What follows belongs to an exercise in optimizing a design on an open flow for small area; a production flow would make more cautious choices.
Function was checked by simulation only, so behaviour that the tests miss may differ from the original.
In runs 2 to 5 the design's own scripts or RTL, not TritonCTS, make the clock network.
No driver is modelled on the clock port, so clock power and skew are understated where the tree is cut down; a real chip needs a root buffer or a tree.
Power and IR drop assume default switching activity.

--- design/flow/flow/clock_buffers.tcl ---
# Used as PRE_CTS_TCL: replaces clock_tree_synthesis for this small design.
# The clock port drives MY_CLK_GROUPS clock buffers (cell MY_CLK_BUF), each
# placed at the centre of the group of flip-flop clock pins it drives; the
# groups split the flip-flops into vertical bands of equal size. Every
# flip-flop gets its clock through exactly one buffer, so skew stays small.
proc my_clock_buffers {} {
  set cell $::env(MY_CLK_BUF)
  set ngroups $::env(MY_CLK_GROUPS)
  set netname [get_name [get_nets -of_objects [get_ports $::env(MY_CLK_PORT)]]]
  set block [ord::get_db_block]
  set clknet [$block findNet $netname]
  set sinks {}
  foreach it [$clknet getITerms] {
    if { [$it isInputSignal] } {
      set inst [$it getInst]
      set loc [$inst getLocation]
      lappend sinks [list [lindex $loc 0] [lindex $loc 1] [$inst getName]/[[$it getMTerm] getName]]
    }
  }
  set sinks [lsort -integer -index 0 $sinks]
  set n [llength $sinks]
  set per [expr {($n + $ngroups - 1) / $ngroups}]
  set dbu [$block getDefUnits]
  for {set g 0} {$g < $ngroups} {incr g} {
    set grp [lrange $sinks [expr {$g * $per}] [expr {($g + 1) * $per - 1}]]
    if { [llength $grp] == 0 } { continue }
    set sx 0; set sy 0; set pins {}
    foreach s $grp {
      set sx [expr {$sx + [lindex $s 0]}]
      set sy [expr {$sy + [lindex $s 1]}]
      lappend pins [get_pins [lindex $s 2]]
    }
    set cx [expr {double($sx) / [llength $grp] / $dbu}]
    set cy [expr {double($sy) / [llength $grp] / $dbu}]
    puts "clock buffer clkbuf_my_$g: [llength $grp] sinks at ($cx, $cy)"
    insert_buffer -buffer_cell $cell -net $netname -load_pins $pins \
      -location [list $cx $cy] -buffer_name clkbuf_my_$g -net_name clknet_my_$g
  }
}

rename clock_tree_synthesis orfs_clock_tree_synthesis
proc clock_tree_synthesis {args} {
  my_clock_buffers
}
--- design/flow/standard.sh ---
#!/bin/bash
# synth_recipe.tcl (not shown) runs the flow's synth.tcl, then flattens the netlist and writes it again
# the make line also repeats each setting of config.mk as NAME=value (left out here)
make -C /OpenROAD-flow-scripts/flow DESIGN_CONFIG=/design/flow/config.mk WORK_HOME=/design/flow/orfs CLKGATE_MAP_FILE= SYNTH_SCRIPT=/design/flow/synth_recipe.tcl "${@:-finish}"
--- design/flow/constraint.sdc ---
create_clock -name core_clock -period 20.0 [get_ports {clk}]
set_input_delay 4.0000 -clock core_clock [delete_from_list [all_inputs] [get_ports {clk}]]
set_output_delay 4.0000 -clock core_clock [all_outputs]
set_load 0.01 [all_outputs]
--- design/flow/design.v ---
module rotary_index_mapper (
    input  wire [7:0] ch,
    output wire       found,
    output wire [5:0] slot
);
    wire digit  = (ch[7:4] == 4'h3) && (ch[3:0] <= 4'd9);
    wire letter = (ch[7:6] == 2'b01) && (ch[4:0] != 5'd0) && (ch[4:0] <= 5'd26);
    assign found = digit | letter;
    assign slot  = letter ? {1'b0, ch[4:0]} + 6'd9 : {2'b00, ch[3:0]};
endmodule
module stepper_step_sequencer (
    input  wire        clk,
    input  wire        rst_n,
    input  wire        cmd_valid,
    input  wire [15:0] cmd,
    output wire        cmd_ready,
    output reg         rsp_valid,
    output reg  [2:0]  rsp_status,
    output wire [3:0]  coil,
    input  wire        hall_in,
    output wire        halted,
    output wire [1:0]  sess_out,
    output wire [2:0]  hstate_out,
    output wire        hfail_phase_out,
    output wire [5:0]  pos_out,
    output wire [2:0]  idx_out,
    input  wire        cfg_len8,
    input  wire [31:0] cfg_pattern,
    input  wire [14:0] cfg_steps_per_rev,
    input  wire [15:0] cfg_steps_per_flap,
    input  wire [5:0]  cfg_home_index,
    input  wire [15:0] cfg_home_offset,
    input  wire [15:0] cfg_backoff_steps,
    input  wire        cfg_coarse_fine,
    input  wire        cfg_offset_calibrated,
    input  wire [15:0] cfg_t_sample,
    input  wire [15:0] cfg_t_move,
    input  wire [15:0] cfg_t_seek_fast,
    input  wire [15:0] cfg_t_seek_slow
);
    localparam [2:0] IDLE = 3'd0, FAST_SEEK = 3'd1, BACK_OFF = 3'd2, SLOW_SEEK = 3'd3,
                     HOMED = 3'd4, FAILED = 3'd5, OFFSET = 3'd6;
    localparam [2:0] P_STEP = 3'd0, P_WAIT = 3'd1, P_SMP0 = 3'd2, P_DECIDE = 3'd7;
    localparam [2:0] ST_OK = 3'd0, ST_ALREADY = 3'd1, ST_IGNORED = 3'd2, ST_REJECTED = 3'd3,
                     ST_INVALID_CHAR = 3'd4, ST_HOMING_TIMEOUT = 3'd5, ST_STARTUP_FAIL = 3'd6;
    reg [2:0]  hstate;
    reg        hfail;
    reg [1:0]  sess;
    reg        rdy;
    reg        on;         
    reg [2:0]  idx;
    reg [2:0]  phase;
    reg [15:0] tmr;
    reg [15:0] cnt;
    reg [1:0]  ones;       
    reg [5:0]  pos;
    reg [5:0]  cur;
    reg [5:0]  tgt;
    assign cmd_ready       = rdy;
    assign halted          = sess[1];
    assign sess_out        = sess;
    assign hstate_out      = hstate;
    assign hfail_phase_out = hfail;
    assign pos_out         = pos;
    assign idx_out         = idx;
    assign coil            = on ? cfg_pattern[idx*4 +: 4] : 4'b0000;
    wire boot_start = (hstate == IDLE);
    wire homing     = hstate[1] | (hstate[0] & ~hstate[2]);
    wire moving     = ~rdy & hstate[2] & ~hstate[1] & ~sess[1];
    wire seeking    = ~hstate[2] & hstate[0];
    wire in_offset  = (hstate == OFFSET);
    wire in_backoff = (hstate == BACK_OFF);
    wire ofs_neg    = cfg_home_offset[15];
    wire       ch_found;
    wire [5:0] ch_slot;
    rotary_index_mapper u_map (
        .ch   (cmd[7:0]),
        .found(ch_found),
        .slot (ch_slot)
    );
    wire       accept   = cmd_valid & rdy;
    wire       op_bad   = cmd[15] | (cmd[14:12] >= 3'd3);
    wire       op_nop   = ~op_bad & (cmd[13:12] == 2'd0);
    wire       op_home  = ~op_bad & (cmd[13:12] == 2'd1);
    wire       op_goto  = ~op_bad & cmd[13];
    wire       at_tgt   = (ch_slot == pos);
    wire       go_move  = accept & op_goto & ch_found & ~at_tgt;
    wire       go_home  = boot_start | (accept & op_home);
    reg  [15:0] bound;
    always @(*) begin
        case (hstate)
            FAST_SEEK: bound = {cfg_steps_per_rev, 1'b0};
            BACK_OFF:  bound = cfg_backoff_steps;
            OFFSET:    bound = cfg_home_offset;
            default:   bound = cfg_steps_per_flap;
        endcase
    end
    wire at_bound = (cnt == bound);
    wire smp_phase = (phase != P_STEP) & (phase != P_WAIT) & (phase != P_DECIDE);
    wire timing    = (phase == P_WAIT) | (smp_phase & (phase != P_SMP0));
    reg  [15:0] t_ld;
    always @(*) begin
        if (phase != P_STEP)
            t_ld = cfg_t_sample;
        else if (moving)
            t_ld = cfg_t_move;
        else if (hstate == FAST_SEEK || (in_offset && !cfg_coarse_fine))
            t_ld = cfg_t_seek_fast;
        else
            t_ld = cfg_t_seek_slow;
    end
    wire        t_end   = (tmr == 16'd1);
    wire p_step   = (phase == P_STEP);
    wire p_decide = (phase == P_DECIDE);
    wire arrived  = (cur == tgt);
    wire h        = ones[1] & ones[0];
    wire hom_step = homing & p_step & ~((in_backoff | in_offset) & at_bound);
    wire mov_step = moving & p_step & ~arrived;
    wire step     = hom_step | mov_step;
    wire dir_up   = in_backoff | (in_offset & ~ofs_neg);    
    wire ok_end   = p_step & ((in_offset & at_bound) | (moving & arrived));
    wire found    = homing & p_decide & ~h;
    wire fail_end = homing & p_decide & h & at_bound;
    wire run_end  = ok_end | fail_end;
    wire bo_end   = p_step & in_backoff & at_bound;
    wire adv = p_step ? step : (timing ? t_end : (homing & ~p_step & ~(phase == P_WAIT)));
    wire flap_end = mov_step & at_bound;
    wire cur_step = flap_end | (hom_step & in_offset & cfg_offset_calibrated);
    wire cur_down = moving | ofs_neg;
    wire [5:0] cur_up_v = (cur == 6'd35) ? 6'd0 : cur + 6'd1;
    wire [5:0] cur_dn_v = (cur == 6'd0) ? 6'd35 : cur - 6'd1;
    wire cnt_ld_neg = found & ~(hstate == FAST_SEEK & cfg_coarse_fine) & ofs_neg;
    wire cnt_ld     = go_home | go_move | found | bo_end | flap_end;
    wire cnt_ld_one = go_move | flap_end;
    always @(posedge clk) begin
        if (timing & ~t_end)
            tmr <= tmr - 16'd1;
        else
            tmr <= t_ld;
        if (cnt_ld)
            cnt <= {cfg_home_offset[14:0] & {15{cnt_ld_neg}}, cnt_ld_one};
        else if (step)
            cnt <= cnt + 16'd1;
        if (phase == P_SMP0)
            ones <= {1'b0, hall_in};
        else if (smp_phase & t_end & ~h)
            ones <= ones + {1'b0, hall_in};
        if (rdy)
            tgt <= ch_slot;
        if (go_move)
            cur <= pos;
        else if (go_home)
            cur <= cfg_home_index;
        else if (cur_step)
            cur <= cur_down ? cur_dn_v : cur_up_v;
        if (ok_end)
            pos <= cur;
        if (!rst_n) begin
            hstate     <= IDLE;
            hfail      <= 1'b0;
            sess       <= 2'd0;
            rdy        <= 1'b0;
            on         <= 1'b0;
            idx        <= 3'd0;
            phase      <= P_STEP;
            rsp_valid  <= 1'b0;
            rsp_status <= ST_OK;
        end else begin
            if (adv)
                phase <= (phase == P_WAIT && !seeking) ? P_STEP : phase + 3'd1;
            if (step) begin
                on <= 1'b1;
                if (dir_up & ~moving)
                    idx <= {cfg_len8 & (idx[2] ^ (idx[1] & idx[0])), idx[1] ^ idx[0], ~idx[0]};
                else
                    idx <= {cfg_len8 & (idx[2] ^ ~(idx[1] | idx[0])), ~(idx[1] ^ idx[0]), ~idx[0]};
            end else if (run_end) begin
                on <= 1'b0;
            end
            if (go_home)
                hstate <= FAST_SEEK;
            else if (found)
                hstate <= (hstate == FAST_SEEK && cfg_coarse_fine) ? BACK_OFF : OFFSET;
            else if (bo_end)
                hstate <= SLOW_SEEK;
            else if (ok_end & in_offset)
                hstate <= HOMED;
            else if (fail_end)
                hstate <= FAILED;
            if (fail_end)
                hfail <= (hstate == SLOW_SEEK);
            rsp_valid <= 1'b0;
            if (accept) begin
                if (op_bad) begin
                    rsp_valid  <= 1'b1;
                    rsp_status <= ST_REJECTED;
                end else if (op_nop) begin
                    rsp_valid  <= 1'b1;
                    rsp_status <= ST_IGNORED;
                end else if (op_home) begin
                    rdy <= 1'b0;
                end else if (!ch_found) begin
                    rsp_valid  <= 1'b1;
                    rsp_status <= ST_INVALID_CHAR;
                end else if (at_tgt) begin
                    rsp_valid  <= 1'b1;
                    rsp_status <= ST_ALREADY;
                end else begin
                    rdy <= 1'b0;
                end
            end
            if (run_end) begin
                rsp_valid <= 1'b1;
                if (ok_end) begin
                    rsp_status <= ST_OK;
                    sess       <= 2'd1;
                    rdy        <= 1'b1;
                end else if (sess == 2'd0) begin
                    rsp_status <= ST_STARTUP_FAIL;
                    sess       <= 2'd2;
                end else begin
                    rsp_status <= ST_HOMING_TIMEOUT;
                    rdy        <= 1'b1;
                end
            end
        end
    end
endmodule
--- design/flow/flow/run.sh ---
#!/bin/bash
# The standard layout (standard.sh) with changes that only pick smaller cells:
#  - synthesis maps logic with an area-oriented ABC script (flow/synth.tcl,
#    flow/area.abc) and leaves adders to ABC (no ADDER_MAP_FILE); flip-flops
#    are mapped before ABC, so the registers are the standard synthesis's;
#  - the port buffers are buf_1 cells;
#  - the clock is buffered by three clkbuf_8 cells, one per band of
#    flip-flops, instead of an H-tree (flow/clock_buffers.tcl).
# make's output goes to standard_flow.log; each ORFS step logs under orfs/logs.
set -euo pipefail
W=$PWD
export AREA_ABC_SCRIPT=$W/flow/area.abc
export FLOW_SYNTH_TCL=$W/synth_recipe.tcl
export MY_CLK_PORT=clk MY_CLK_BUF=sky130_fd_sc_hd__clkbuf_8 MY_CLK_GROUPS=3
bash standard.sh \
  SYNTH_SCRIPT=$W/flow/synth.tcl \
  ADDER_MAP_FILE= \
  BUFFER_PORTS_ARGS="-buffer_cell sky130_fd_sc_hd__buf_1" \
  PRE_CTS_TCL=$W/flow/clock_buffers.tcl \
  finish > standard_flow.log 2>&1
--- design/flow/config.mk ---
export PLATFORM = sky130hd
export DESIGN_NAME = stepper_step_sequencer
export DESIGN_NICKNAME = stepper_step_sequencer
export VERILOG_FILES = /design/flow/design.v
export SDC_FILE = /design/flow/constraint.sdc
export NUM_CORES = 4
export LEC_CHECK = 0
export ABC_AREA = 1
export CAP_MARGIN = 20
export CORE_MARGIN = 2
export CORE_UTILIZATION = 40
export SLEW_MARGIN = 20
--- design/flow/flow/area.abc ---
strash
&get -n
&dch -f
&nf -R 1000
&put
strash
&get -n
&dch -f
&nf -R 1000
&put
--- design/flow/flow/synth.tcl ---
# The standard synthesis (synth_recipe.tcl), with one change: ABC maps the
# combinational logic with an area-oriented script (area.abc). Flip-flops are
# mapped before ABC runs, so the registers are the standard synthesis's.
proc abc {args} {
  set i [lsearch -exact $args -script]
  if { $i >= 0 } {
    set args [lreplace $args [expr {$i+1}] [expr {$i+1}] $::env(AREA_ABC_SCRIPT)]
  }
  yosys abc {*}$args
}
source $::env(FLOW_SYNTH_TCL)
==> results of run 1 <==
## per-stage QoR
stage | hold WS (ns) | setup WS (ns) | cells | total power [mW]
detailed placement | 0.489 | 11.01 | 896 | 0.425
global placement | 0.488 | 11.02 | 896 | 0.419
floorplan | 0.461 | 11.34 | 542 | 0.365
## Yosys cell counts, drive strengths merged (5+ instances only)
master,n
nand3,12
nand2,105
a221o,13
o22ai,6
nor3,14
mux4,8
and3,12
dfxtp,35
o31ai,8
a31oi,22
xor2,19
nor2,40
a21oi,37
a222oi,8
clkinv,6
xnor2,33
nand4,5
nor2b,6
edfxtp,35
a22oi,12
o21ai,61
## worst max path at each step
stage	to	cells after the start	slack, ns
2_1_floorplan	coil[0]	3	11.34
3_3_place_gp	coil[3]	5	11.02
3_5_place_dp	coil[3]	5	11.01
## logic make-up after synthesis
kind of cell              share of synthesized area
muxes                                        0.0456
xor gates and xnor gates                     0.0987
AOI/OAI and AO/OA                             0.260
buffers and inverters                       0.00651
DFF                                           0.380
and+or+nand+nor                               0.210
## power groups by stage
stage | Combinational, mW | Clock, mW | Sequential (mW)
after detailed placement | 0.191 | 0 | 0.234
after floorplan | 0.142 | 0 | 0.223
after global placement | 0.188 | 0 | 0.231
==> run summary, run 1 <==
# TYPE chip_impl_metric gauge
chip_impl_info{name="stop_error",value="[ERROR STA-0100] unsupported object type Port."} 1
chip_impl_metric{name="asyncSetResetFlopFracSynth",unit=""} 0
chip_impl_metric{name="ys_seq_area_frac",unit=""} 0.380
chip_impl_metric{name="synth_fp_nets",unit=""} 730
chip_impl_metric{name="synth.yosys.warnings",unit=""} 1
chip_impl_info{name="synth.area.top_cells",value="edfxtp_1 23%, dfxtp_1 15%, nand2_1 8.5%, o21ai_0 6.6%, xnor2_1 6.3%"} 1
chip_impl_metric{name="dieWidth",unit="um"} 111
chip_impl_metric{name="buffer_ports.inserted",unit=""} 208
chip_impl_metric{name="hpwl",unit="um"} 10300
chip_impl_metric{name="post_synth.cell_area_avg",unit="sq um"} 8.51
chip_impl_info{name="run_status",value="did not finish"} 1
chip_impl_info{name="post-synth-top-area-cell",value="edfxtp_1"} 1
chip_impl_metric{name="floorplan.initialDensity",unit=""} 0.407
chip_impl_metric{name="placement_rows",unit=""} 39
chip_impl_info{name="synthFlopType",value="edfxtp_1"} 1
chip_impl_metric{name="postPlaceCellArea",unit="sq um"} 5610
chip_impl_metric{name="area_of_the_mapped_netlist",unit="sq um"} 4610
chip_impl_info{name="failed_stage",value="clock tree synthesis (4_1_cts)"} 1
chip_impl_metric{name="synthCells",unit=""} 542
chip_impl_metric{name="top_level_port_count",unit=""} 213
chip_impl_metric{name="number_of_flip_flops_and_latches_in_the_synthesized_netlist",unit=""} 70
chip_impl_metric{name="fp.dieH",unit="um"} 111
chip_impl_metric{name="synth_enable_flop_cells",unit=""} 35
chip_impl_metric{name="yosys.cell_types.count",unit=""} 45
chip_impl_metric{name="yosys.area.top_type_share",unit=""} 0.228
chip_impl_metric{name="place.gp.congestion",unit=""} 0.852
==> inputs of run 2 (changes only) <==
--- a/design/flow/design.v
+++ b/design/flow/design.v
@@ -83,7 +83,8 @@
     wire       op_nop   = ~op_bad & (cmd[13:12] == 2'd0);
     wire       op_home  = ~op_bad & (cmd[13:12] == 2'd1);
     wire       op_goto  = ~op_bad & cmd[13];
-    wire       at_tgt   = (ch_slot == pos);
+    wire       cur_eq   = ((rdy ? ch_slot : tgt) == cur);
+    wire       at_tgt   = cur_eq;
     wire       go_move  = accept & op_goto & ch_found & ~at_tgt;
     wire       go_home  = boot_start | (accept & op_home);
     reg  [15:0] bound;
@@ -112,7 +113,7 @@
     wire        t_end   = (tmr == 16'd1);
     wire p_step   = (phase == P_STEP);
     wire p_decide = (phase == P_DECIDE);
-    wire arrived  = (cur == tgt);
+    wire arrived  = cur_eq;
     wire h        = ones[1] & ones[0];
     wire hom_step = homing & p_step & ~((in_backoff | in_offset) & at_bound);
     wire mov_step = moving & p_step & ~arrived;
@@ -127,9 +128,10 @@
     wire flap_end = mov_step & at_bound;
     wire cur_step = flap_end | (hom_step & in_offset & cfg_offset_calibrated);
     wire cur_down = moving | ofs_neg;
-    wire [5:0] cur_up_v = (cur == 6'd35) ? 6'd0 : cur + 6'd1;
+    wire [5:0] cur_up_v = (cur[5] & cur[1] & cur[0]) ? 6'd0 : cur + 6'd1;
     wire [5:0] cur_dn_v = (cur == 6'd0) ? 6'd35 : cur - 6'd1;
-    wire cnt_ld_neg = found & ~(hstate == FAST_SEEK & cfg_coarse_fine) & ofs_neg;
+    wire to_offset  = found & ~(hstate == FAST_SEEK & cfg_coarse_fine);
+    wire cnt_ld_neg = to_offset & ofs_neg;
     wire cnt_ld     = go_home | go_move | found | bo_end | flap_end;
     wire cnt_ld_one = go_move | flap_end;
     always @(posedge clk) begin
@@ -147,9 +149,7 @@
             ones <= ones + {1'b0, hall_in};
         if (rdy)
             tgt <= ch_slot;
-        if (go_move)
-            cur <= pos;
-        else if (go_home)
+        if (to_offset)
             cur <= cfg_home_index;
         else if (cur_step)
             cur <= cur_down ? cur_dn_v : cur_up_v;
--- a/design/flow/flow/run.sh
+++ b/design/flow/flow/run.sh
@@ -4,14 +4,14 @@
 #    flow/area.abc) and leaves adders to ABC (no ADDER_MAP_FILE); flip-flops
 #    are mapped before ABC, so the registers are the standard synthesis's;
 #  - the port buffers are buf_1 cells;
-#  - the clock is buffered by three clkbuf_8 cells, one per band of
+#  - the clock is buffered by four clkbuf_8 cells, one per band of
 #    flip-flops, instead of an H-tree (flow/clock_buffers.tcl).
 # make's output goes to standard_flow.log; each ORFS step logs under orfs/logs.
 set -euo pipefail
 W=$PWD
 export AREA_ABC_SCRIPT=$W/flow/area.abc
 export FLOW_SYNTH_TCL=$W/synth_recipe.tcl
-export MY_CLK_PORT=clk MY_CLK_BUF=sky130_fd_sc_hd__clkbuf_8 MY_CLK_GROUPS=3
+export MY_CLK_PORT=clk MY_CLK_BUF=sky130_fd_sc_hd__clkbuf_8 MY_CLK_GROUPS=4
 bash standard.sh \
   SYNTH_SCRIPT=$W/flow/synth.tcl \
   ADDER_MAP_FILE= \
--- a/design/flow/flow/clock_buffers.tcl
+++ b/design/flow/flow/clock_buffers.tcl
@@ -6,9 +6,9 @@
 proc my_clock_buffers {} {
   set cell $::env(MY_CLK_BUF)
   set ngroups $::env(MY_CLK_GROUPS)
-  set netname [get_name [get_nets -of_objects [get_ports $::env(MY_CLK_PORT)]]]
   set block [ord::get_db_block]
-  set clknet [$block findNet $netname]
+  set clknet [[$block findBTerm $::env(MY_CLK_PORT)] getNet]
+  set netname [$clknet getName]
   set sinks {}
   foreach it [$clknet getITerms] {
     if { [$it isInputSignal] } {
==> run summary, run 2 <==
# TYPE chip_impl_metric gauge
chip_impl_info{name="run_status",value="timing/DRC/antenna clean"} 1
chip_impl_metric{name="power.density",unit="nW/um^2"} 77.1
chip_impl_metric{name="ys_seq_area_frac",unit=""} 0.378
chip_impl_metric{name="pre_repair_dr_iteration_count",unit=""} 5
chip_impl_metric{name="totalWireLength",unit="um"} 13500
chip_impl_info{name="final_common_cell",value="buf_1"} 1
chip_impl_metric{name="grt_max_degree",unit=""} 34
chip_impl_metric{name="grtUsageTotal",unit=""} 0.216
chip_impl_info{name="synthFlopType",value="dfxtp_1"} 1
chip_impl_metric{name="clock-skew-final",unit="ns"} 0.0176
chip_impl_metric{name="fmax",unit="MHz"} 112
chip_impl_metric{name="clock_latency_late_sink",unit="ns"} 0.17
chip_impl_metric{name="yosys.area.top_type_share",unit=""} 0.194
chip_impl_metric{name="route.detailed.vias_per_inst",unit=""} 5.55
chip_impl_info{name="kind_of_cell_adding_the_most_delay_to_the_critical_path",value="simple AND/OR/NAND/NOR gates"} 1
chip_impl_metric{name="vias_in_the_first_global_route",unit=""} 4599
chip_impl_metric{name="comb_power_share",unit=""} 0.372
chip_impl_metric{name="synth_fp_nets",unit=""} 731
chip_impl_metric{name="post_synth.cell_area_avg",unit="sq um"} 8.25
chip_impl_metric{name="area_of_the_mapped_netlist",unit="sq um"} 4480
chip_impl_metric{name="critPathMaxStageDelay",unit="ns"} 0.84
chip_impl_metric{name="postCtsHoldBufs",unit=""} 0
chip_impl_metric{name="global_route.usage.met1",unit=""} 0.285
chip_impl_metric{name="power.clock.fraction",unit=""} 0.131
chip_impl_metric{name="asyncSetResetFlopFracSynth",unit=""} 0
chip_impl_metric{name="postPlaceCellArea",unit="sq um"} 5470
chip_impl_metric{name="relative_max_transition_margin",unit=""} 0.368
chip_impl_metric{name="wl_per_cell",unit="um"} 15.1
chip_impl_metric{name="drt.antenna.violating_nets",unit=""} 0
chip_impl_metric{name="antenna-diode-count",unit=""} 0
chip_impl_metric{name="dieWidth",unit="um"} 110
chip_impl_info{name="worstPathCellList",value="buf_1 > nor2_1 > nor2b_1 > nand3_1 > and3_1 > nand3_1 > xor2_1 > a21oi_1 > xnor2_1 > nand3_1 > nor4_1 > nor3_1 > nor2_1 > nand2_1 > nand3_1 > a21boi_0 > nand4_1"} 1
chip_impl_metric{name="hpwl",unit="um"} 10600
chip_impl_info{name="most_repeated_cell_in_the_gate_level_netlist_after_synthesis",value="nand2_1"} 1
chip_impl_metric{name="area_of_all_sequential_standard_cells",unit="sq um"} 1690
chip_impl_metric{name="placement_rows",unit=""} 38
chip_impl_metric{name="place.gp.congestion",unit=""} 0.847
chip_impl_metric{name="fin_hold_ws",unit="ns"} 0.494
chip_impl_metric{name="synthCells",unit=""} 543
chip_impl_metric{name="grt_antenna_before_repair",unit=""} 0
chip_impl_metric{name="wire_length_of_the_first_global_routing_pass",unit="um"} 21300
chip_impl_metric{name="drc",unit=""} 0
chip_impl_info{name="layout.cells.most_common_list",value="208 x buf_1, 92 x nand2_1, 67 x o21ai_0"} 1
chip_impl_metric{name="synth.yosys.warnings",unit=""} 1
chip_impl_info{name="synth.area.top_cells",value="edfxtp_1 19%, dfxtp_1 18%, nand2_1 7.7%, o21ai_0 7.5%, a21oi_1 6.8%"} 1
chip_impl_metric{name="worst_slew_pin_slew",unit="ns"} 0.943
chip_impl_metric{name="design_power_total",unit="uW"} 426
chip_impl_metric{name="fp.dieArea",unit="sq um"} 12100
chip_impl_metric{name="period_share",unit=""} 0.448
chip_impl_metric{name="power_switching_share",unit=""} 0.367
chip_impl_metric{name="grt_overflow_total",unit=""} 0
chip_impl_info{name="top_usage_layer",value="met2"} 1
chip_impl_info{name="post-synth-top-area-cell",value="edfxtp_1"} 1
chip_impl_metric{name="required",unit="ns"} 19.64
chip_impl_metric{name="final.fill_count",unit=""} 1107
chip_impl_metric{name="internal-power",unit="uW"} 270
chip_impl_metric{name="gr-usage-met2",unit=""} 0.396
chip_impl_metric{name="final.setup.worst_slack",unit="ns"} 11.04
chip_impl_metric{name="number_of_flip_flops_and_latches_in_the_synthesized_netlist",unit=""} 70
chip_impl_info{name="worst_hold_path_type",value="flop to flop"} 1
chip_impl_info{name="critical_path.startpoint_type",value="input port"} 1
chip_impl_metric{name="crit_buf_inv",unit=""} 1
chip_impl_metric{name="crit_arrival",unit="ns"} 8.59
chip_impl_metric{name="share_seq_of_total_power",unit=""} 0.498
chip_impl_metric{name="areaGrowthSynthToFinish",unit="%"} 23.4
chip_impl_metric{name="nets",unit=""} 949
chip_impl_metric{name="drt_iter0_markers",unit=""} 310
chip_impl_info{name="layout_top_registers",value="cnt: 16 flops, tmr: 16 flops"} 1
chip_impl_metric{name="synth_enable_flop_cells",unit=""} 29
chip_impl_metric{name="critPathMaxFanout",unit=""} 16
chip_impl_metric{name="fin_setup_tns",unit="ns"} 0
chip_impl_metric{name="cts_post_setup_buffers_inserted",unit=""} 0
chip_impl_info{name="cp_common_cell",value="nand3_1"} 1
chip_impl_info{name="grt_setup_unrepaired",value="false"} 1
chip_impl_metric{name="hold_violations",unit=""} 0
chip_impl_metric{name="design.core.area",unit="sq um"} 10900
chip_impl_info{name="synthTopCellsByCount",value="92 x nand2_1, 67 x o21ai_0, 61 x a21oi_1"} 1
chip_impl_metric{name="top_level_port_count",unit=""} 213
chip_impl_metric{name="fp.dieH",unit="um"} 110
chip_impl_metric{name="layout-drive-gt1-share",unit=""} 0.0237
chip_impl_metric{name="num_vias",unit=""} 4992
chip_impl_metric{name="p_sw",unit="uW"} 156
chip_impl_metric{name="cts_resized",unit=""} 0
chip_impl_metric{name="pre_cts_ws",unit="ns"} 10.80
chip_impl_metric{name="globalRouteMet3Util",unit=""} 0.0136
chip_impl_metric{name="finalInstanceArea",unit="sq um"} 5530
chip_impl_info{name="timing.critical_path.to_type",value="flop"} 1
chip_impl_metric{name="min_period",unit="ns"} 8.96
chip_impl_info{name="critPathSlowestCell",value="nand4_1"} 1
chip_impl_metric{name="peakVddDrop",unit="uV"} 41.4
chip_impl_metric{name="leakagePower",unit="nW"} 1.87
chip_impl_metric{name="maxCapViolCount",unit=""} 0
chip_impl_info{name="worst_setup_path_class",value="input port to flop"} 1
chip_impl_metric{name="multi_input_area",unit="sq um"} 2740
chip_impl_metric{name="buffer_ports.inserted",unit=""} 208
chip_impl_metric{name="report.final.setup_viol",unit=""} 0
chip_impl_metric{name="yosys.cell_types.count",unit=""} 44
chip_impl_metric{name="floorplan.initialDensity",unit=""} 0.411
chip_impl_metric{name="slew_viol_final",unit=""} 0
chip_impl_metric{name="clk_pin_slew_worst_paths",unit="ns"} 0.11
-- run 2: worst paths after layout --
check                              start               end  slack (ns)  cells past startpoint
hold / removal            tgt[3]$_DFF_P_    tgt[3]$_DFF_P_        0.49                      2
setup reg to reg  hstate[1]$_SDFFE_PP0P_  cnt[7]$_DFFE_PP_       13.78                     16
setup / recovery                  cmd[1]  cnt[7]$_DFFE_PP_       11.04                     17
hold reg to reg           tgt[3]$_DFF_P_    tgt[3]$_DFF_P_        0.49                      2
-- run 2: per-stage QoR --
step	utilization	cells
floorplan	-	543
global placement	0.502	895
detailed placement	0.502	895
CTS	0.507	899
global route	0.507	899
finish	0.507	899
-- run 2: worst reg2reg max path, stage by stage (launching register included) --
cell and delay (ns):
dfxtp_1 0.42, nor2b_1 0.19, and2_0 0.32, buf_4 0.28
a222oi_1 0.32, a21boi_0 0.33, o22ai_1 0.13, a2111oi_0 0.42
nand4_1 0.15, or4_1 0.62, o21ai_0 0.20, nor2_1 0.11
nor2_1 0.44, nand2_1 0.26, nand3_1 0.21, a21boi_0 0.47
nand4_1 0.84
-- run 2: cell families (layout without fill, tap and decap cells) --
family | count (synthesis) | count (layout) | share of synthesized area
DFF | 70 | 70 | 0.378
AOI/OAI and AO/OA | 201 | 201 | 0.274
muxes | 12 | 12 | 0.0492
buffers and inverters | 12 | 228 | 0.0109
and+or+nand+nor | 206 | 206 | 0.206
xor gates and xnor gates | 42 | 42 | 0.0821
-- run 2: final cells by class, clock buffers not listed --
class	instances	area share
flip-flops and latches	70	0.306
inverters	11	0.00747
well taps	140	0.0317
multi-input cells	461	0.497
repair buffers	213	0.148
-- run 2: per-layer routing --
layer	vias up	wire, um	part of all wire
met3	14	1040	0.077
met1	2271	5760	0.43
met5	-	0	0
met2	217	6540	0.48
li1	2490	-	-
met4	0	198	0.015
-- run 2: power groups by stage --
stage | clock [mW] | sequential [mW] | combinational, mW
final | 0.0557 | 0.212 | 0.158
after global routing | 0.0643 | 0.217 | 0.182
after CTS | 0.0394 | 0.215 | 0.160
after detailed placement | 0 | 0.215 | 0.159
after global placement | 0 | 0.213 | 0.156
after floorplan | 0 | 0.208 | 0.112
==> inputs of run 3 (changes only) <==
--- a/design/flow/flow/run.sh
+++ b/design/flow/flow/run.sh
@@ -4,14 +4,14 @@
 #    flow/area.abc) and leaves adders to ABC (no ADDER_MAP_FILE); flip-flops
 #    are mapped before ABC, so the registers are the standard synthesis's;
 #  - the port buffers are buf_1 cells;
-#  - the clock is buffered by four clkbuf_8 cells, one per band of
+#  - the clock is buffered by three clkbuf_16 cells, one per band of
 #    flip-flops, instead of an H-tree (flow/clock_buffers.tcl).
 # make's output goes to standard_flow.log; each ORFS step logs under orfs/logs.
 set -euo pipefail
 W=$PWD
 export AREA_ABC_SCRIPT=$W/flow/area.abc
 export FLOW_SYNTH_TCL=$W/synth_recipe.tcl
-export MY_CLK_PORT=clk MY_CLK_BUF=sky130_fd_sc_hd__clkbuf_8 MY_CLK_GROUPS=4
+export MY_CLK_PORT=clk MY_CLK_BUF=sky130_fd_sc_hd__clkbuf_16 MY_CLK_GROUPS=3
 bash standard.sh \
   SYNTH_SCRIPT=$W/flow/synth.tcl \
   ADDER_MAP_FILE= \
==> run summary, run 3 <==
# TYPE chip_impl_metric gauge
chip_impl_metric{name="vias_in_the_first_global_route",unit=""} 4568
chip_impl_info{name="worst_setup_path_startpoint",value="cmd[1]"} 1
chip_impl_metric{name="crit_arrival",unit="ns"} 8.64
chip_impl_metric{name="yosys.area.top_type_share",unit=""} 0.194
chip_impl_metric{name="synth_fp_nets",unit=""} 731
chip_impl_info{name="grt_setup_unrepaired",value="false"} 1
chip_impl_info{name="synthTopCellsByCount",value="92 x nand2_1, 67 x o21ai_0, 61 x a21oi_1"} 1
chip_impl_metric{name="pre_repair_dr_iteration_count",unit=""} 7
chip_impl_info{name="synthFlopType",value="dfxtp_1"} 1
chip_impl_info{name="most_repeated_cell_in_the_gate_level_netlist_after_synthesis",value="nand2_1"} 1
chip_impl_metric{name="required",unit="ns"} 19.63
chip_impl_metric{name="critPathMaxFanout",unit=""} 16
chip_impl_info{name="worst_hold_path_type",value="flop to flop"} 1
chip_impl_metric{name="areaGrowthSynthToFinish",unit="%"} 23.8
chip_impl_metric{name="internal-power",unit="uW"} 279
chip_impl_metric{name="p_sw",unit="uW"} 158
chip_impl_metric{name="relative_max_transition_margin",unit=""} 0.358
chip_impl_info{name="critPathCapture",value="cnt[4]$_DFFE_PP_"} 1
chip_impl_metric{name="slew_viol_final",unit=""} 0
chip_impl_metric{name="cts_post_setup_buffers_inserted",unit=""} 0
chip_impl_metric{name="report.final.setup_viol",unit=""} 0
chip_impl_metric{name="clock-skew-final",unit="ns"} 0.0141
chip_impl_metric{name="buffer_ports.inserted",unit=""} 208
chip_impl_metric{name="antenna-diode-count",unit=""} 0
chip_impl_info{name="cp_common_cell",value="nand3_1"} 1
chip_impl_metric{name="ff2ff_setup_slack",unit="ns"} 13.74
chip_impl_metric{name="layout-drive-gt1-share",unit=""} 0.0224
chip_impl_metric{name="wire_length_of_the_first_global_routing_pass",unit="um"} 21200
chip_impl_info{name="layout.cells.most_common_list",value="208 x buf_1, 92 x nand2_1, 67 x o21ai_0"} 1
chip_impl_metric{name="reg2regPathDepth",unit=""} 16
chip_impl_metric{name="post_synth.cell_area_avg",unit="sq um"} 8.25
chip_impl_metric{name="asyncSetResetFlopFracSynth",unit=""} 0
chip_impl_info{name="critPathSlowestCell",value="nand4_1"} 1
chip_impl_metric{name="drc",unit=""} 0
chip_impl_info{name="critical_path.reg2reg.startpoint",value="hstate[1]$_SDFFE_PP0P_"} 1
chip_impl_metric{name="synthCells",unit=""} 543
chip_impl_metric{name="design_power_total",unit="uW"} 437
chip_impl_metric{name="number_of_flip_flops_and_latches_in_the_synthesized_netlist",unit=""} 70
chip_impl_metric{name="totalWireLength",unit="um"} 13600
chip_impl_metric{name="num_vias",unit=""} 4994
chip_impl_metric{name="peakVddDrop",unit="uV"} 58.5
chip_impl_metric{name="dieWidth",unit="um"} 110
chip_impl_metric{name="share_seq_of_total_power",unit=""} 0.486
chip_impl_info{name="worst_setup_path_class",value="input port to flop"} 1
chip_impl_metric{name="leakagePower",unit="nW"} 1.88
chip_impl_metric{name="power.density",unit="nW/um^2"} 78.7
chip_impl_metric{name="top_level_port_count",unit=""} 213
chip_impl_metric{name="place.gp.congestion",unit=""} 0.847
chip_impl_info{name="r2r_end",value="cnt[4]$_DFFE_PP_"} 1
chip_impl_metric{name="clock_latency_late_sink",unit="ns"} 0.16
chip_impl_metric{name="worst_slew_pin_slew",unit="ns"} 0.957
chip_impl_info{name="worstPathCellList",value="buf_1 > nor2_1 > nor2b_1 > nand3_1 > and3_1 > nand3_1 > xor2_1 > a21oi_1 > xnor2_1 > nand3_1 > nor4_1 > nor3_1 > nor2_1 > nand2_1 > nand3_1 > a21boi_0 > nand4_1"} 1
chip_impl_metric{name="grtUsageTotal",unit=""} 0.215
chip_impl_info{name="post-synth-top-area-cell",value="edfxtp_1"} 1
chip_impl_metric{name="floorplan.initialDensity",unit=""} 0.411
chip_impl_metric{name="yosys.cell_types.count",unit=""} 44
chip_impl_metric{name="synth_enable_flop_cells",unit=""} 29
chip_impl_info{name="critical_path.startpoint_type",value="input port"} 1
chip_impl_metric{name="drt.antenna.violating_nets",unit=""} 0
chip_impl_metric{name="power.clock.fraction",unit=""} 0.151
chip_impl_metric{name="wl_per_cell",unit="um"} 15.2
chip_impl_metric{name="fin_setup_tns",unit="ns"} 0
chip_impl_metric{name="cts_resized",unit=""} 0
chip_impl_metric{name="nets",unit=""} 948
chip_impl_metric{name="maxCapViolCount",unit=""} 0
chip_impl_metric{name="comb_power_share",unit=""} 0.363
chip_impl_metric{name="hold_violations",unit=""} 0
chip_impl_metric{name="synth.yosys.warnings",unit=""} 1
chip_impl_metric{name="grt_max_degree",unit=""} 34
chip_impl_metric{name="min_period",unit="ns"} 9.02
chip_impl_metric{name="design.core.area",unit="sq um"} 10900
chip_impl_info{name="final_common_cell",value="buf_1"} 1
chip_impl_metric{name="area_of_the_mapped_netlist",unit="sq um"} 4480
chip_impl_metric{name="fmax",unit="MHz"} 111
chip_impl_info{name="timing.critical_path.to_type",value="flop"} 1
chip_impl_metric{name="route.detailed.vias_per_inst",unit=""} 5.56
chip_impl_metric{name="grt_overflow_total",unit=""} 0
chip_impl_metric{name="grt_antenna_before_repair",unit=""} 0
chip_impl_metric{name="ys_seq_area_frac",unit=""} 0.378
chip_impl_info{name="run_status",value="timing/DRC/antenna clean"} 1
chip_impl_info{name="layout_top_registers",value="cnt: 16 flops, tmr: 16 flops"} 1
chip_impl_metric{name="fp.dieArea",unit="sq um"} 12100
chip_impl_metric{name="drt_iter0_markers",unit=""} 295
chip_impl_metric{name="critPathMaxStageDelay",unit="ns"} 0.84
chip_impl_metric{name="fp.dieH",unit="um"} 110
chip_impl_metric{name="clk_pin_slew_worst_paths",unit="ns"} 0.10
chip_impl_metric{name="period_share",unit=""} 0.451
chip_impl_metric{name="placement_rows",unit=""} 38
chip_impl_metric{name="hpwl",unit="um"} 10600
chip_impl_metric{name="postCtsHoldBufs",unit=""} 0
chip_impl_info{name="synth.area.top_cells",value="edfxtp_1 19%, dfxtp_1 18%, nand2_1 7.7%, o21ai_0 7.5%, a21oi_1 6.8%"} 1
chip_impl_metric{name="power_switching_share",unit=""} 0.361
[run 3: area by class of cell, clock buffers not listed]
| type | instances | area, sq um |
|---|---|---|
| sequential | 70 | 1690 |
| timing repair buffer | 213 | 818 |
| tap | 140 | 175 |
| inverter | 11 | 41.3 |
| fill | 1098 | 5340 |
| multi-input combinational | 461 | 2740 |
[run 3: layer usage]
| layer | GRT usage | part of all wire | vias up |
|---|---|---|---|
| met5 | 0 | 0 | - |
| met4 | 0.0316 | 0.015 | 0 |
| met3 | 0.0136 | 0.077 | 15 |
| met2 | 0.390 | 0.48 | 212 |
| met1 | 0.287 | 0.43 | 2274 |
| li1 | - | - | 2493 |
[run 3: kinds of logic (layout without fill, tap and decap cells)]
logic type / after synthesis / after routing / synth area share
AO/OA/AOI/OAI: 201 / 201 / 0.274
XOR/XNOR: 42 / 42 / 0.0821
buffers and inverters: 12 / 227 / 0.0109
flip-flops: 70 / 70 / 0.378
multiplexers: 12 / 12 / 0.0492
AND/OR/NAND/NOR: 206 / 206 / 0.206
[run 3: worst min path at each step]
stage                                    start  cells past startpoint  slack (ns)                         end
floorplan                       tgt[1]$_DFF_P_                      2        0.46              tgt[1]$_DFF_P_
global placement                tgt[3]$_DFF_P_                      2        0.47              tgt[3]$_DFF_P_
detailed placement  rsp_status[2]$_SDFFE_PN0P_                      1        0.47  rsp_status[2]$_SDFFE_PN0P_
CTS                 rsp_status[2]$_SDFFE_PN0P_                      1        0.48  rsp_status[2]$_SDFFE_PN0P_
global route                    tgt[2]$_DFF_P_                      2        0.51              tgt[2]$_DFF_P_
finish                          tgt[3]$_DFF_P_                      2        0.49              tgt[3]$_DFF_P_
[run 3: power groups by stage]
stage / sequential, mW / clock [mW] / combinational (mW)
2_1_floorplan: 0.208 / 0 / 0.112
3_3_place_gp: 0.213 / 0 / 0.156
3_5_place_dp: 0.215 / 0 / 0.159
4_1_cts: 0.215 / 0.0480 / 0.160
5_1_grt: 0.217 / 0.0723 / 0.182
6_report: 0.212 / 0.0657 / 0.159
[run 3: stage by stage]
stage | instance area [sq um] | hold WS [ns] | utilization | setup WS [ns] | instances
final | 5550 | 0.494 | 0.509 | 10.98 | 898
after global routing | 5550 | 0.506 | 0.509 | 10.59 | 898
after floorplan | 4480 | 0.459 | - | 11.34 | 543
after global placement | 5470 | 0.469 | 0.502 | 10.90 | 895
after detailed placement | 5470 | 0.474 | 0.502 | 10.80 | 895
after CTS | 5550 | 0.478 | 0.509 | 10.85 | 898
[run 3: worst max-delay path: cells and delay by family]
kind / cells / cell delay [ns]
buffers and inverters: 1 / 0.12
xor gates and xnor gates: 2 / 0.32
and+or+nand+nor: 12 / 3.45
AOI/OAI and AO/OA: 2 / 0.72
==> inputs of run 4 (changes only) <==
==> design/flow/flow/area.abc (replaced) <==
strash
&get -n
&dch -f
&nf -R 1000
&put
strash
&get -n
&dch -f
&nf -R 1000
&put
strash
&get -n
&dch -f
&nf -R 1000
&put
strash
&get -n
&dch -f
&nf -R 1000
&put
strash
&get -n
&dch -f
&nf -R 1000
&put
==> run summary, run 4 <==
# TYPE chip_impl_metric gauge
chip_impl_metric{name="fp.dieH",unit="um"} 109
chip_impl_metric{name="synth.yosys.warnings",unit=""} 1
chip_impl_metric{name="hpwl",unit="um"} 10000
chip_impl_metric{name="grt_max_degree",unit=""} 32
chip_impl_metric{name="crit_arrival",unit="ns"} 9.12
chip_impl_info{name="critPathSlowestCell",value="and2_0"} 1
chip_impl_info{name="grt_setup_unrepaired",value="false"} 1
chip_impl_info{name="synthTopCellsByCount",value="99 x nand2_1, 54 x o21ai_0, 49 x a21oi_1"} 1
chip_impl_metric{name="maxCapViolCount",unit=""} 0
chip_impl_metric{name="top_level_port_count",unit=""} 213
chip_impl_metric{name="slew_viol_final",unit=""} 0
chip_impl_metric{name="route.detailed.vias_per_inst",unit=""} 5.56
chip_impl_info{name="most_repeated_cell_in_the_gate_level_netlist_after_synthesis",value="nand2_1"} 1
chip_impl_metric{name="num_vias",unit=""} 4975
chip_impl_metric{name="synthCells",unit=""} 537
chip_impl_metric{name="min_period",unit="ns"} 9.14
chip_impl_metric{name="drc",unit=""} 0
chip_impl_metric{name="period_share",unit=""} 0.457
chip_impl_metric{name="ys_seq_area_frac",unit=""} 0.381
chip_impl_metric{name="clock_latency_late_sink",unit="ns"} 0.16
chip_impl_metric{name="postCtsHoldBufs",unit=""} 0
chip_impl_metric{name="wire_length_of_the_first_global_routing_pass",unit="um"} 20200
chip_impl_metric{name="power.density",unit="nW/um^2"} 84.1
chip_impl_metric{name="grtUsageTotal",unit=""} 0.205
chip_impl_metric{name="area_of_the_mapped_netlist",unit="sq um"} 4440
chip_impl_metric{name="leakagePower",unit="nW"} 1.88
chip_impl_info{name="layout_top_registers",value="cnt: 16 flops, tmr: 16 flops"} 1
chip_impl_metric{name="relative_max_transition_margin",unit=""} 0.300
chip_impl_metric{name="synth_enable_flop_cells",unit=""} 29
chip_impl_metric{name="multi_input_area",unit="sq um"} 2710
chip_impl_metric{name="hold_violations",unit=""} 0
chip_impl_metric{name="pre_repair_dr_iteration_count",unit=""} 6
chip_impl_metric{name="grt_overflow_total",unit=""} 0
chip_impl_metric{name="asyncSetResetFlopFracSynth",unit=""} 0
chip_impl_metric{name="fp.dieArea",unit="sq um"} 12000
chip_impl_metric{name="worst_slew_pin_slew",unit="ns"} 1.04
chip_impl_info{name="timing.critical_path.to_type",value="flop"} 1
chip_impl_metric{name="peakVddDrop",unit="uV"} 53.1
chip_impl_metric{name="totalWireLength",unit="um"} 13400
chip_impl_info{name="critical_path.startpoint_type",value="input port"} 1
chip_impl_info{name="worstPathCellList",value="buf_1 > or4_1 > nor2_1 > nor3_1 > nand3_1 > xor2_1 > a21oi_1 > xor2_1 > nor3_1 > nand4_1 > and3_1 > or2_0 > a21o_1 > and2_0 > nand2_1 > a21oi_1 > and2_0 > nand2_1 > o21ai_0"} 1
chip_impl_metric{name="yosys.area.top_type_share",unit=""} 0.196
chip_impl_metric{name="final.fill_count",unit=""} 1087
chip_impl_metric{name="report.final.setup_viol",unit=""} 0
chip_impl_info{name="worst_hold_path_type",value="flop to flop"} 1
chip_impl_info{name="final_common_cell",value="buf_1"} 1
chip_impl_metric{name="grt_antenna_before_repair",unit=""} 0
chip_impl_info{name="worst_setup_path_class",value="input port to flop"} 1
chip_impl_metric{name="antenna-diode-count",unit=""} 0
chip_impl_metric{name="dieWidth",unit="um"} 109
chip_impl_metric{name="fin_setup_tns",unit="ns"} 0
chip_impl_metric{name="areaGrowthSynthToFinish",unit="%"} 24.4
chip_impl_metric{name="placement_rows",unit=""} 38
chip_impl_info{name="kind_of_cell_adding_the_most_delay_to_the_critical_path",value="simple AND/OR/NAND/NOR gates"} 1
chip_impl_metric{name="fmax",unit="MHz"} 109
chip_impl_metric{name="floorplan.initialDensity",unit=""} 0.410
chip_impl_metric{name="number_of_flip_flops_and_latches_in_the_synthesized_netlist",unit=""} 70
chip_impl_info{name="synth.area.top_cells",value="edfxtp_1 20%, dfxtp_1 18%, nand2_1 8.4%, o21ai_0 6.1%, a21oi_1 5.5%"} 1
chip_impl_metric{name="buffer_ports.inserted",unit=""} 208
chip_impl_metric{name="synth_fp_nets",unit=""} 725
chip_impl_metric{name="vias_in_the_first_global_route",unit=""} 4343
chip_impl_metric{name="drt.antenna.violating_nets",unit=""} 0
chip_impl_metric{name="crit_buf_inv",unit=""} 1
chip_impl_info{name="layout.cells.most_common_list",value="208 x buf_1, 99 x nand2_1, 54 x o21ai_0"} 1
chip_impl_info{name="run_status",value="timing/DRC/antenna clean"} 1
chip_impl_metric{name="drt_iter0_markers",unit=""} 428
chip_impl_metric{name="critPathMaxStageDelay",unit="ns"} 0.76
chip_impl_metric{name="critPathMaxFanout",unit=""} 15
chip_impl_metric{name="required",unit="ns"} 19.98
chip_impl_metric{name="clock-skew-final",unit="ns"} 0.0150
chip_impl_metric{name="design.core.area",unit="sq um"} 10800
chip_impl_metric{name="place.gp.congestion",unit=""} 0.808
chip_impl_metric{name="post_synth.cell_area_avg",unit="sq um"} 8.27
chip_impl_metric{name="cts_post_setup_buffers_inserted",unit=""} 0
chip_impl_metric{name="area_of_all_sequential_standard_cells",unit="sq um"} 1690
chip_impl_metric{name="design_power_total",unit="uW"} 465
chip_impl_info{name="synthFlopType",value="dfxtp_1"} 1
chip_impl_metric{name="cts_resized",unit=""} 0
chip_impl_info{name="post-synth-top-area-cell",value="edfxtp_1"} 1
chip_impl_metric{name="clk_pin_slew_worst_paths",unit="ns"} 0.10
chip_impl_metric{name="wl_per_cell",unit="um"} 14.9
chip_impl_metric{name="nets",unit=""} 944
chip_impl_metric{name="layout-drive-gt1-share",unit=""} 0.0159
chip_impl_metric{name="yosys.cell_types.count",unit=""} 44
## run 4: cell types whose count changed after synthesis, sizes merged, moves of 8 or more
cell   delta
a21oi    -12
a221o    +15
mux4      -8
nor2      -9
o21ai    -13
## run 4: worst register-to-register path: stages (launching register included)
cell,delay [ns]
dfxtp_1,0.50
nor2b_1,0.38
and2_0,0.27
buf_4,0.27
a222oi_1,0.14
a21boi_0,0.17
a22oi_1,0.16
o21ai_0,0.09
a2111oi_0,0.38
nand4_1,0.13
a2111oi_0,0.49
buf_4,0.22
a211oi_1,0.09
or2_0,0.43
a21o_1,0.29
and2_0,0.21
nand2_1,0.18
nand4_1,0.62
or2_1,0.75
## run 4: final timing paths
path / startpoint / end / slack [ns] / cells after the start
worst max-delay path: cmd[1] / cnt[7]$_DFFE_PP_ / 10.86 / 19
worst min-delay path: rsp_status[1]$_SDFFE_PN0P_ / rsp_status[1]$_SDFFE_PN0P_ / 0.47 / 2
worst max register to register: hstate[1]$_SDFFE_PP0P_ / cnt[8]$_DFFE_PP_ / 13.88 / 18
worst min register to register: rsp_status[1]$_SDFFE_PN0P_ / rsp_status[1]$_SDFFE_PN0P_ / 0.47 / 2
## run 4: logic make-up (layout without fill, tap and decap cells)
logic type,after synthesis,in the layout,synth area share
AOI/OAI and AO/OA,208,208,0.312
and+or+nand+nor,201,201,0.204
DFF,70,70,0.381
xor gates and xnor gates,40,40,0.0789
buffers and inverters,13,230,0.0118
muxes,5,5,0.0118
## run 4: through the flow
stage,hold WS [ns],setup slack [ns],cell area (sq um),util,std cells
4_1_cts,0.465,10.69,5520,0.509,894
3_5_place_dp,0.464,10.70,5450,0.503,891
2_1_floorplan,0.459,11.57,4440,-,537
3_3_place_gp,0.455,10.70,5450,0.503,891
5_1_grt,0.503,10.23,5530,0.510,894
6_report,0.471,10.86,5530,0.510,894
## run 4: routing by layer
layer,track usage,vias up,wire (um)
li1,-,2511,-
met1,0.288,2249,6100
met2,0.351,201,6110
met3,0.0148,14,968
met4,0.0325,0,173
met5,0,-,0
## run 4: where the power goes
| group | switching [mW] | internal, mW | leakage (nW) |
|---|---|---|---|
| clock | 0.0378 | 0.0276 | 0.0370 |
| sequential | 0.0341 | 0.182 | 0.630 |
| combinational | 0.101 | 0.0825 | 1.22 |
| total | 0.173 | 0.292 | 1.88 |
## run 4: final cells by class, clock buffers not listed
class	instances	area share
Multi-Input combinational cell	454	0.490
Tap cell	140	0.0317
Sequential cell	70	0.306
Timing Repair Buffer	215	0.151
Inverter	12	0.00815
==> inputs of run 5 (changes only) <==
--- a/design/flow/design.v
+++ b/design/flow/design.v
@@ -97,21 +97,19 @@
         endcase
     end
     wire at_bound = (cnt == bound);
+    wire p_step    = (phase == P_STEP);
     wire smp_phase = (phase != P_STEP) & (phase != P_WAIT) & (phase != P_DECIDE);
     wire timing    = (phase == P_WAIT) | (smp_phase & (phase != P_SMP0));
-    reg  [15:0] t_ld;
-    always @(*) begin
-        if (phase != P_STEP)
-            t_ld = cfg_t_sample;
-        else if (moving)
-            t_ld = cfg_t_move;
-        else if (hstate == FAST_SEEK || (in_offset && !cfg_coarse_fine))
-            t_ld = cfg_t_seek_fast;
-        else
-            t_ld = cfg_t_seek_slow;
-    end
+    wire t_cnt  = timing & ~t_end;
+    wire t_smp  = ~t_cnt & ~p_step;
+    wire t_mov  = ~t_cnt & p_step & ~homing;
+    wire t_fst  = ~t_cnt & p_step & ((hstate == FAST_SEEK) | (in_offset & ~cfg_coarse_fine));
+    wire t_slw  = ~t_cnt & p_step & homing & ~((hstate == FAST_SEEK) | (in_offset & ~cfg_coarse_fine));
+    wire [15:0] tmr_dec = tmr - 16'd1;
+    wire [15:0] tmr_nx  = ({16{t_cnt}} & tmr_dec) | ({16{t_smp}} & cfg_t_sample) |
+                          ({16{t_mov}} & cfg_t_move) | ({16{t_fst}} & cfg_t_seek_fast) |
+                          ({16{t_slw}} & cfg_t_seek_slow);
     wire        t_end   = (tmr == 16'd1);
-    wire p_step   = (phase == P_STEP);
     wire p_decide = (phase == P_DECIDE);
     wire arrived  = cur_eq;
     wire h        = ones[1] & ones[0];
@@ -134,15 +132,13 @@
     wire cnt_ld_neg = to_offset & ofs_neg;
     wire cnt_ld     = go_home | go_move | found | bo_end | flap_end;
     wire cnt_ld_one = go_move | flap_end;
+    wire c_inc  = step & ~cnt_ld;
+    wire c_hold = ~step & ~cnt_ld;
+    wire [15:0] cnt_nx = ({16{c_inc}} & (cnt + 16'd1)) | ({16{c_hold}} & cnt) |
+                         {cfg_home_offset[14:0] & {15{cnt_ld_neg}}, cnt_ld_one};
     always @(posedge clk) begin
-        if (timing & ~t_end)
-            tmr <= tmr - 16'd1;
-        else
-            tmr <= t_ld;
-        if (cnt_ld)
-            cnt <= {cfg_home_offset[14:0] & {15{cnt_ld_neg}}, cnt_ld_one};
-        else if (step)
-            cnt <= cnt + 16'd1;
+        tmr <= tmr_nx;
+        cnt <= cnt_nx;
         if (phase == P_SMP0)
             ones <= {1'b0, hall_in};
         else if (smp_phase & t_end & ~h)
==> run summary, run 5 <==
# TYPE chip_impl_metric gauge
chip_impl_info{name="run_status",value="timing/DRC/antenna clean"} 1
chip_impl_metric{name="pre_cts_ws",unit="ns"} 11.36
chip_impl_metric{name="drc",unit=""} 0
chip_impl_metric{name="cts_post_setup_buffers_inserted",unit=""} 0
chip_impl_info{name="synthTopCellsByCount",value="101 x nand2_1, 57 x dfxtp_1, 53 x a21oi_1"} 1
chip_impl_metric{name="fin_setup_tns",unit="ns"} 0
chip_impl_metric{name="number_of_flip_flops_and_latches_in_the_synthesized_netlist",unit=""} 70
chip_impl_metric{name="slew_viol_final",unit=""} 0
chip_impl_metric{name="relative_max_transition_margin",unit=""} 0.313
chip_impl_metric{name="final_util",unit=""} 0.514
chip_impl_info{name="layout.cells.most_common_list",value="208 x buf_1, 101 x nand2_1, 57 x dfxtp_1"} 1
chip_impl_metric{name="fp.dieArea",unit="sq um"} 11400
chip_impl_metric{name="peakVddDrop",unit="uV"} 58.8
chip_impl_metric{name="grt_max_degree",unit=""} 25
chip_impl_metric{name="design.core.area",unit="sq um"} 10300
chip_impl_metric{name="antenna-diode-count",unit=""} 0
chip_impl_metric{name="drt_iter0_markers",unit=""} 396
chip_impl_metric{name="required",unit="ns"} 16.00
chip_impl_info{name="post-synth-top-area-cell",value="dfxtp_1"} 1
chip_impl_metric{name="ys_seq_area_frac",unit=""} 0.361
chip_impl_metric{name="area_of_the_mapped_netlist",unit="sq um"} 4240
chip_impl_info{name="grt_setup_unrepaired",value="false"} 1
chip_impl_metric{name="drt.antenna.violating_nets",unit=""} 0
chip_impl_metric{name="leakagePower",unit="nW"} 1.85
chip_impl_metric{name="hpwl",unit="um"} 10000
chip_impl_info{name="synthFlopType",value="dfxtp_1"} 1
chip_impl_metric{name="num_vias",unit=""} 4927
chip_impl_metric{name="report.final.setup_viol",unit=""} 0
chip_impl_metric{name="wire_length_of_the_first_global_routing_pass",unit="um"} 21000
chip_impl_metric{name="crit_arrival",unit="ns"} 4.64
chip_impl_info{name="synth.area.top_cells",value="dfxtp_1 27%, edfxtp_1 9.2%, nand2_1 8.9%, a222oi_1 6.8%, a21oi_1 6.3%"} 1
chip_impl_metric{name="power.density",unit="nW/um^2"} 63.0
chip_impl_info{name="top_usage_layer",value="met2"} 1
chip_impl_metric{name="nets",unit=""} 937
chip_impl_metric{name="fmax",unit="MHz"} 116
chip_impl_metric{name="design_power_total",unit="uW"} 334
chip_impl_metric{name="wl_per_cell",unit="um"} 14.6
chip_impl_metric{name="place.gp.congestion",unit=""} 0.870
chip_impl_metric{name="cts_resized",unit=""} 0
chip_impl_info{name="most_repeated_cell_in_the_gate_level_netlist_after_synthesis",value="nand2_1"} 1
chip_impl_metric{name="yosys.cell_types.count",unit=""} 48
chip_impl_metric{name="route.detailed.vias_per_inst",unit=""} 5.58
chip_impl_metric{name="top_level_port_count",unit=""} 213
chip_impl_metric{name="areaGrowthSynthToFinish",unit="%"} 25.1
chip_impl_metric{name="buffer_ports.inserted",unit=""} 208
chip_impl_metric{name="critPathMaxFanout",unit=""} 1
chip_impl_metric{name="min_period",unit="ns"} 8.64
chip_impl_metric{name="clk_pin_slew_worst_paths",unit="ns"} 0.09
chip_impl_metric{name="floorplan.initialDensity",unit=""} 0.411
chip_impl_info{name="layout_top_registers",value="cnt: 16 flops, tmr: 16 flops"} 1
chip_impl_metric{name="yosys.area.top_type_share",unit=""} 0.269
chip_impl_metric{name="post_synth.cell_area_avg",unit="sq um"} 7.96
chip_impl_metric{name="globalRouteMet3Util",unit=""} 0.0201
chip_impl_metric{name="clock-skew-final",unit="ns"} 0.0183
chip_impl_metric{name="synth.yosys.warnings",unit=""} 1
chip_impl_metric{name="maxCapViolCount",unit=""} 0
chip_impl_info{name="worst_setup_path_class",value="input port to output port"} 1
chip_impl_metric{name="totalWireLength",unit="um"} 12900
chip_impl_metric{name="period_share",unit=""} 0.432
chip_impl_metric{name="synthCells",unit=""} 533
chip_impl_metric{name="layout-drive-gt1-share",unit=""} 0.0147
chip_impl_metric{name="vias_in_the_first_global_route",unit=""} 4655
chip_impl_info{name="final_common_cell",value="buf_1"} 1
chip_impl_metric{name="grtUsageTotal",unit=""} 0.215
chip_impl_metric{name="hold_violations",unit=""} 0
chip_impl_metric{name="postCtsHoldBufs",unit=""} 0
chip_impl_info{name="worst_hold_path_type",value="flop to flop"} 1
chip_impl_metric{name="synth_fp_nets",unit=""} 721
chip_impl_metric{name="clock_latency_late_sink",unit="ns"} 0.17
chip_impl_metric{name="dieWidth",unit="um"} 107
chip_impl_metric{name="pre_repair_dr_iteration_count",unit=""} 7
chip_impl_metric{name="grt_antenna_before_repair",unit=""} 0
chip_impl_metric{name="final.setup.worst_slack",unit="ns"} 11.36
chip_impl_metric{name="final.fill_count",unit=""} 1074
chip_impl_metric{name="placement_rows",unit=""} 37
chip_impl_metric{name="synth_enable_flop_cells",unit=""} 13
chip_impl_metric{name="worst_slew_pin_slew",unit="ns"} 1.02
chip_impl_metric{name="asyncSetResetFlopFracSynth",unit=""} 0
chip_impl_info{name="timing.critical_path.to_type",value="output port"} 1
chip_impl_metric{name="gr-usage-met2",unit=""} 0.399
chip_impl_info{name="critical_path.startpoint_type",value="input port"} 1
chip_impl_metric{name="fp.dieH",unit="um"} 107
chip_impl_metric{name="global_route.usage.met1",unit=""} 0.281
chip_impl_metric{name="grt_overflow_total",unit=""} 0
run 5: cell families (layout without fill, tap and decap cells):
family          after synthesis  after routing  share of synthesized area
xor+xnor                     40             40                     0.0826
simple gates                226            226                      0.243
buf+inv                      14            228                     0.0133
mux                           1              1                    0.00265
compound gates              182            182                      0.297
flops                        70             70                      0.361
run 5: final cells by class, clock buffers not listed:
type | instances | area (sq um) | area share
inverters | 13 | 48.8 | 0.00920
multi-input cells | 449 | 2670 | 0.503
flip-flops and latches | 70 | 1530 | 0.289
well taps | 136 | 170 | 0.0321
repair buffers | 212 | 811 | 0.153
run 5: path summary, 6_finish.rpt:
kind	from	end	slack, ns	cells after the start
max	cfg_pattern[25]	coil[1]	11.36	6
min	tgt[3]$_DFF_P_	tgt[3]$_DFF_P_	0.49	2
max reg2reg	hstate[0]$_SDFFE_PN0P_	cnt[14]$_DFF_P_	14.66	24
min reg2reg	tgt[3]$_DFF_P_	tgt[3]$_DFF_P_	0.49	2
run 5: power by group:
| group | total, mW | internal (mW) | leakage, nW | switching, mW |
|---|---|---|---|---|
| Clock | 0.0654 | 0.0276 | 0.0370 | 0.0377 |
| Combinational | 0.0958 | 0.0423 | 1.23 | 0.0535 |
| Sequential | 0.173 | 0.157 | 0.584 | 0.0158 |
| Total | 0.334 | 0.227 | 1.85 | 0.107 |
run 5: layer usage:
layer | wire length [um] | up-vias
li1 | - | 2464
met1 | 5680 | 2263
met2 | 6200 | 196
met3 | 959 | 4
met4 | 69 | 0
met5 | 0 | -
run 5: through the flow:
step                std cells  hold WS, ns  area (sq um)
floorplan                 533        0.461          4240
global placement          880        0.469          5230
detailed placement        880        0.484          5230
CTS                       883        0.485          5300
global route              883        0.512          5310
finish                    883        0.494          5310
run 5: worst max-delay path, stage by stage:
cell and delay, ns:
buf_1 0.08, a22oi_1 0.08, nand4_1 0.13, nand2_1 0.06
a21oi_1 0.13, buf_1 0.17

## re-timing with driven ports
How much do the figures lean on ideal ports? The routed layouts below were timed once more, with nothing changed but the port constraints.
Step 1 assumes that a clkbuf_16 drives the clock port and a buf_2 every other input.
Step 2 moves the port delays by t, midway between the first and last clock arrival at a register: inputs arrive t later, outputs are due t later. That takes back most of the time a late clock gives input paths.
a / b / c = ideal ports / drivers / drivers and shift; a / b = the first two.
run | t (ns) | setup slack, ns | worst hold slack (ns) | worst setup path at the end | clock arrival spread, ns
run 2 | 0.223 | 11.044 / 11.054 / 10.856 | 0.494 / 0.494 / 0.494 | input to register | 0.018 / 0.018
run 3 | 0.221 | 10.983 / 11.025 / 10.804 | 0.494 / 0.494 / 0.494 | input to register | 0.014 / 0.014
run 4 | 0.224 | 10.861 / 10.905 / 10.682 | 0.471 / 0.471 / 0.471 | input to register | 0.015 / 0.015
run 5 | 0.224 | 11.360 / 11.331 / 11.331 | 0.494 / 0.494 / 0.494 | input to output | 0.018 / 0.018
After both steps setup and hold are still met in every run listed. For run 2, which loses most, drivers alone change the setup slack by +0.010 ns; drivers and shift together by -0.188 ns.
